This design comes from an exercise in tuning for small area, a short achievable clock period and few clock cycles per item on the open sky130 flow, not from production work.
In this exercise RTL edits were held to simulation tests only and were not proved equivalent to the original.

**flow/design.v**
```verilog
module v2c_coeff (
    input  wire [2:0]  role,
    input  wire [2:0]  range,
    output reg  [35:0] a,
    output reg  [2:0]  d,
    output wire [17:0] b,
    output reg  [17:0] b_sep
);
    localparam [2:0] FV = 3'd0, FI = 3'd1, CLLI = 3'd2, CLHI = 3'd3,
                     CLLV = 3'd4, CLHV = 3'd5;
    reg [35:0] a_fi, a_cli;
    always @(*) begin
        case (range)
            3'd0:    begin a_fi = 36'd43690000000; a_cli = 36'd17476000000; end
            3'd1:    begin a_fi = 36'd10922500000; a_cli = 36'd4369000000;  end
            3'd2:    begin a_fi = 36'd1092250000;  a_cli = 36'd436900000;   end
            3'd3:    begin a_fi = 36'd109225000;   a_cli = 36'd43690000;    end
            3'd4:    begin a_fi = 36'd10922500;    a_cli = 36'd4369000;     end
            default: begin a_fi = 36'd1092250;     a_cli = 36'd436900;      end
        endcase
    end
    always @(*) begin
        b_sep = 18'd98304;
        case (role)
            FV:          begin a = 36'd21845; d = 3'd7; end
            FI:          begin a = a_fi;      d = 3'd7; end
            CLLI, CLHI:  begin a = a_cli;     d = 3'd3; end
            CLLV:        begin a = 36'd8738;  d = 3'd3; b_sep = 18'd93935;  end
            default:     begin a = 36'd8738;  d = 3'd3; b_sep = 18'd102673; end
        endcase
    end
    assign b = (d == 3'd7) ? 18'd229376 : 18'd98304;
endmodule
module v2c_lane (
    input  wire [31:0] f,       
    input  wire [35:0] a,
    input  wire [2:0]  d,       
    input  wire [17:0] b,
    output wire        bad,     
    output reg  [15:0] code
);
    wire       sgn = f[31];
    wire [7:0] ex  = f[30:23];
    wire [22:0] fr = f[22:0];
    assign bad = (ex == 8'hFF);
    wire [23:0] m = (ex == 8'd0) ? {1'b0, fr} : {1'b1, fr};
    wire       huge    = (ex >= 8'd150);
    wire [7:0] sh_full = (ex == 8'd0) ? 8'd149 : (8'd150 - ex);
    wire [5:0] sh      = (sh_full > 8'd63) ? 6'd63 : sh_full[5:0];
    wire [59:0]        t  = a * m;
    wire signed [60:0] st = sgn ? -$signed({1'b0, t}) : $signed({1'b0, t});
    wire signed [60:0] q  = st >>> sh;
    wire signed [61:0] n  = q + $signed({44'd0, b});
    wire [18:0] lim = (d == 3'd7) ? 19'd458745 : 19'd196605;    
    always @(*) begin
        if (huge)
            code = sgn ? 16'd0 : 16'd65535;
        else if (n < 0)
            code = 16'd0;
        else if (n >= $signed({43'd0, lim}))
            code = 16'd65535;
        else
            code = (d == 3'd7) ? n[18:0] / 19'd7 : n[18:0] / 19'd3;
    end
endmodule
module smu_dac_conv (
    input  wire        clk,
    input  wire        rst,         
    input  wire        in_valid,
    output wire        in_ready,
    input  wire [3:0]  in_role,     
    input  wire [7:0]  in_range,    
    input  wire [31:0] in_x,        
    input  wire [31:0] in_cllv,     
    input  wire [31:0] in_clhv,     
    output wire        out_valid,
    input  wire        out_ready,
    output wire [15:0] out_code,
    output wire        out_err      
);
    localparam [1:0] S_IDLE = 2'd0, S_X = 2'd1, S_SEP = 2'd2, S_DONE = 2'd3;
    localparam [2:0] CLLI = 3'd2, CLHI = 3'd3, CLLV = 3'd4, CLHV = 3'd5;
    localparam [15:0] CLLI_MAX = 16'd29127;
    localparam [15:0] CLHI_MIN = 16'd36408;
    reg [1:0]  state;
    reg [2:0]  role_r;
    reg [2:0]  range_r;
    reg        args_ok_r;
    reg [31:0] x_r;
    reg [31:0] sep_r;      
    reg [15:0] code_r;
    reg        err_r;
    wire [35:0] a;
    wire [2:0]  d;
    wire [17:0] b, b_sep;
    v2c_coeff u_coeff (
        .role  (role_r),
        .range (range_r),
        .a     (a),
        .d     (d),
        .b     (b),
        .b_sep (b_sep)
    );
    wire        lane_bad;
    wire [15:0] lane_code;
    v2c_lane u_lane (
        .f    ((state == S_SEP) ? sep_r : x_r),
        .a    (a),
        .d    (d),
        .b    ((state == S_SEP) ? b_sep : b),
        .bad  (lane_bad),
        .code (lane_code)
    );
    always @(posedge clk) begin
        if (rst) begin
            state  <= S_IDLE;
            code_r <= 16'd0;
            err_r  <= 1'b0;
        end else begin
            case (state)
                S_IDLE: begin
                    if (in_valid) begin
                        role_r    <= in_role[2:0];
                        range_r   <= in_range[2:0];
                        args_ok_r <= (in_role < 4'd6) && (in_range < 8'd6);
                        x_r       <= in_x;
                        sep_r     <= (in_role[2:0] == CLLV) ? in_clhv : in_cllv;
                        state     <= S_X;
                    end
                end
                S_X: begin
                    if (!args_ok_r || lane_bad) begin
                        err_r  <= 1'b1;
                        code_r <= 16'd0;
                        state  <= S_DONE;
                    end else begin
                        err_r <= 1'b0;
                        case (role_r)
                            CLLI:    code_r <= (lane_code < CLLI_MAX) ? lane_code : CLLI_MAX;
                            CLHI:    code_r <= (lane_code > CLHI_MIN) ? lane_code : CLHI_MIN;
                            default: code_r <= lane_code;
                        endcase
                        state <= (role_r == CLLV || role_r == CLHV) ? S_SEP : S_DONE;
                    end
                end
                S_SEP: begin
                    if (lane_bad) begin
                        err_r  <= 1'b1;
                        code_r <= 16'd0;
                    end else if (role_r == CLLV) begin
                        if (lane_code < code_r) code_r <= lane_code;
                    end else begin
                        if (lane_code > code_r) code_r <= lane_code;
                    end
                    state <= S_DONE;
                end
                default: begin
                    if (out_ready) state <= S_IDLE;
                end
            endcase
        end
    end
    assign in_ready  = (state == S_IDLE);
    assign out_valid = (state == S_DONE);
    assign out_code  = code_r;
    assign out_err   = err_r;
endmodule
```
**flow/run.sh**
```bash
#!/bin/bash
# synth_recipe.tcl (not shown) runs the flow's synth.tcl, then flattens the netlist and writes it again
# the make line also repeats each setting of config.mk as NAME=value (left out here)
make -C /OpenROAD-flow-scripts/flow DESIGN_CONFIG=/design/flow/config.mk WORK_HOME=/design/flow/orfs CLKGATE_MAP_FILE= SYNTH_SCRIPT=/design/flow/synth_recipe.tcl finish
```
**flow/constraint.sdc**
```tcl
create_clock -name core_clock -period 40.0 [get_ports {clk}]
set_input_delay 8.0000 -clock core_clock [delete_from_list [all_inputs] [get_ports {clk}]]
set_output_delay 8.0000 -clock core_clock [all_outputs]
set_load 0.01 [all_outputs]
```
**flow/config.mk**
```make
export PLATFORM = sky130hd
export DESIGN_NAME = smu_dac_conv
export DESIGN_NICKNAME = smu_dac_conv
export VERILOG_FILES = /design/flow/design.v
export SDC_FILE = /design/flow/constraint.sdc
export NUM_CORES = 4
export LEC_CHECK = 0
export CAP_MARGIN = 20
export CORE_MARGIN = 2
export CORE_UTILIZATION = 40
export SLEW_MARGIN = 20
```
==> flow_metrics.tcl <==
set metrics [dict create \
    vias 47560 \
    layout_common_cells "nor2_1, fa_1, inv_1" \
    synth_edf_count 71 \
    synthesis.area_um2 47770 \
    grt.total_usage_pct 31.31 \
    clock-skew-final_ns 0.01167 \
    ys_types 140 \
    r2r_cells 182 \
    seq_area_frac_synth_pct 5.260 \
    drc 0 \
    placementRows 126 \
    crit_fanout 30 \
    ys_ff_latch 90 \
    crit_required_ns 40.29 \
    finalCritPeriodShare_pct 94.64 \
    yosysWarnings 3 \
    outcome "timing/DRC/antenna clean" \
    slew_violations 0 \
    cts_buffers 9 \
    path_class "flip-flop to flip-flop" \
    fin_tns_setup_ns 0 \
    synthFlopType "edfxtp_1" \
    globalplace.congestion 1.017 \
    cpPeakStageDelay_ns 0.67 \
    overflow 0 \
    first_iter_violations 5100 \
    hold_ws_ns 0.5255 \
    fmaxAchievable_mhz 26.42 \
    antenna_left 0 \
    final_util_pct 46.66 \
    cp-end-kind "flip-flop" \
    vias_per_cell 6.017 \
    reg2reg_slack_ns 2.14 \
    cp-start-kind "flip-flop" \
    chipWidth_um 349.6 \
    tightest_slew_ns 1.126 \
    final_hold_viol_count 0 \
    fin_crit_ns 37.86 \
    hpwl_mm 158.9 \
    port_buffers 130 \
    clk_pin_slew_ns 0.08 \
    crit_end "code_r[7]$_SDFFE_PP0P_" \
    syn_nets 7212 \
    path_common_cell "ha_1" \
    cap_violations 0 \
    area_delta_synth_final_pct 15.51 \
    clock_sinks 90 \
    grt_pass1_vias 47060 \
    pre_cts_ws_ns 0.08371 \
    postSynthCellCount 6105 \
    clock_path_buffers 2 \
    htree_num_levels 3 \
    grt_start_max_net_pins 65 \
    critPathSlowestCell "fa_1" \
    worstSetupStartpoint "role_r[2]$_DFFE_PP_" \
    synthArstFlopShare_pct 0 \
    die-area_um2 122200 \
    setup_slack_ns 2.143 \
    r2r-start "role_r[2]$_DFFE_PP_" \
    ios 131 \
    grt_pass1_wl_mm 292.8 \
    relSlewSlack_pct 24.40 \
    die_h_um 349.6 \
    cp_num_cells 182 \
    layout_commonest_cell "nor2_1" \
    insertion_delay_ns 0.41 \
    wl_mm 194.5 \
    drive_above_1_share_pct 15.25 \
    root_buffer "clkbuf_16" \
    post_drt_wl_per_cell_um 24.61 \
    cp_top_family "simple AND/OR/NAND/NOR gates" \
    setup_viol 0 \
    nets 7469 \
    antenna_found_initial 5 \
    r2r-end "code_r[7]$_SDFFE_PP0P_" \
    core_area_um2 118200 \
    drt_first_pass_iters 6 \
    cts_tree "built" \
    initial_utilization_pct 40.40 \
    syn_avg_cell_area_um2 7.824 \
    crit_arrival_ns 38.15 \
    path_buf_inv 19 \
    worstHoldPathType "flip-flop to flip-flop" \
]
-- per-stage QoR --
step / cells / cell area, um^2
floorplan: 6105 / 47810
global placement: 7800 / 52720
detailed placement: 7800 / 52730
CTS: 7816 / 53020
global route: 7903 / 55170
finish: 7905 / 55180
-- synthesized netlist by cell type (39+ instances only) --
master / n / share of area, %
edfxtp_1: 71 / 4.5
nor3_1: 108 / 1.1
nor2_1: 909 / 7.1
or3_1: 49 / 0.64
mux2_2: 74 / 1.7
o21a_1: 39 / 0.61
a21o_1: 62 / 0.97
o21ai_0: 230 / 2.4
a21oi_1: 292 / 3.1
nand2_1: 704 / 5.5
and3_1: 46 / 0.60
nand3_1: 116 / 1.2
fa_1: 747 / 31
clkbuf_1: 271 / 2.1
mux2i_1: 137 / 2.9
inv_1: 714 / 5.6
a31oi_1: 66 / 0.86
and2_1: 61 / 0.80
nor4_1: 48 / 0.63
xor2_1: 59 / 1.1
a211oi_1: 51 / 0.80
xnor2_1: 119 / 2.2
o211ai_1: 66 / 1.0
nand4_1: 90 / 1.2
ha_1: 248 / 6.5
-- kinds of logic after synthesis --
family                   share of synthesized area [%]
adder cells (fa/ha/maj)                          37.82
buffers and inverters                            8.324
flip-flops                                       5.260
XOR/XNOR                                         3.389
AND/OR/NAND/NOR                                  22.82
AO/OA/AOI/OAI                                    17.56
multiplexers                                     4.820
-- worst min path at each step --
stage                              end  cells after the start                     from
3_3_place_gp        err_r$_SDFFE_PP0P_                      2       err_r$_SDFFE_PP0P_
2_1_floorplan  code_r[11]$_SDFFE_PP0P_                      2  code_r[11]$_SDFFE_PP0P_
6_report        code_r[3]$_SDFFE_PP0P_                      2   code_r[3]$_SDFFE_PP0P_
5_1_grt         code_r[4]$_SDFFE_PP0P_                      2   code_r[4]$_SDFFE_PP0P_
3_5_place_dp    code_r[3]$_SDFFE_PP0P_                      2   code_r[3]$_SDFFE_PP0P_
4_1_cts         code_r[3]$_SDFFE_PP0P_                      2   code_r[3]$_SDFFE_PP0P_
-- flip-flops by register name (all words and copies together), names as in the netlist --
register	cells
sep_r	32
x_r	32
code_r	16
range_r	3
role_r	3
state	2
args_ok_r	1
err_r	1
-- final cells by class --
type | count | area, um^2
Fill cell | 11730 | 63060
Clock inverter | 7 | 58.81
Timing Repair Buffer | 576 | 4912
Antenna cell | 2 | 5.005
Multi-Input combinational cell | 4970 | 42850
Sequential cell | 90 | 2515
Tap cell | 1536 | 1922
Inverter | 715 | 2688
Clock buffer | 9 | 225.2
-- worst min-delay path, cell delays in order (launching register included) --
cell and delay [ns]:
dfxtp_1 0.33, nor2_1 0.10, a311oi_1 0.05
-- routing by layer --
layer	up-vias	track usage [%]	wire length [um]
met5	-	0	20
li1	21210	-	-
met1	23630	44.62	83780
met4	2	8.726	6840
met3	330	5.842	18970
met2	2391	48.38	84920
-- timing repair --
action | in CTS | in global routing
gates resized for setup | 1 | 360
hold buffers | 0 | 0
endpoints found under the setup margin | 7 | 16
buffers inserted | 0 | 84
pin swaps | 0 | 81
gates cloned | 0 | 3
Testbench counts, summed over its fixed seeds: cycles 15,966, items 4,800.

==> what the ideal ports hide <==
No port has a modelled driver above. Below, the same layout with a new extraction and two added sets of constraints.
Step 1 (the two cells are an assumption about what drives the block):
set clk [get_ports {clk}]
set_driving_cell -lib_cell sky130_fd_sc_hd__clkbuf_16 $clk
set_driving_cell -lib_cell sky130_fd_sc_hd__buf_2 [delete_from_list [all_inputs] $clk]
Step 2 times the ports against the registers' clock, not the clock port: input delays grow and output delays shrink by t, the midpoint of the rising clock arrivals with the driver on.
Slacks: no drivers / after step 1 / after step 2; pairs: no drivers / after step 1.
t, ns: 0.467
setup WS [ns]: 2.143 / 2.143 / 2.143
hold slack, ns: 0.526 / 0.526 / 0.526
worst slew at a driven data input, ns: 0.09
After both steps setup and hold are still met in this run. For this run, drivers alone change the setup slack by 0.000 ns; drivers and shift together by 0.000 ns.
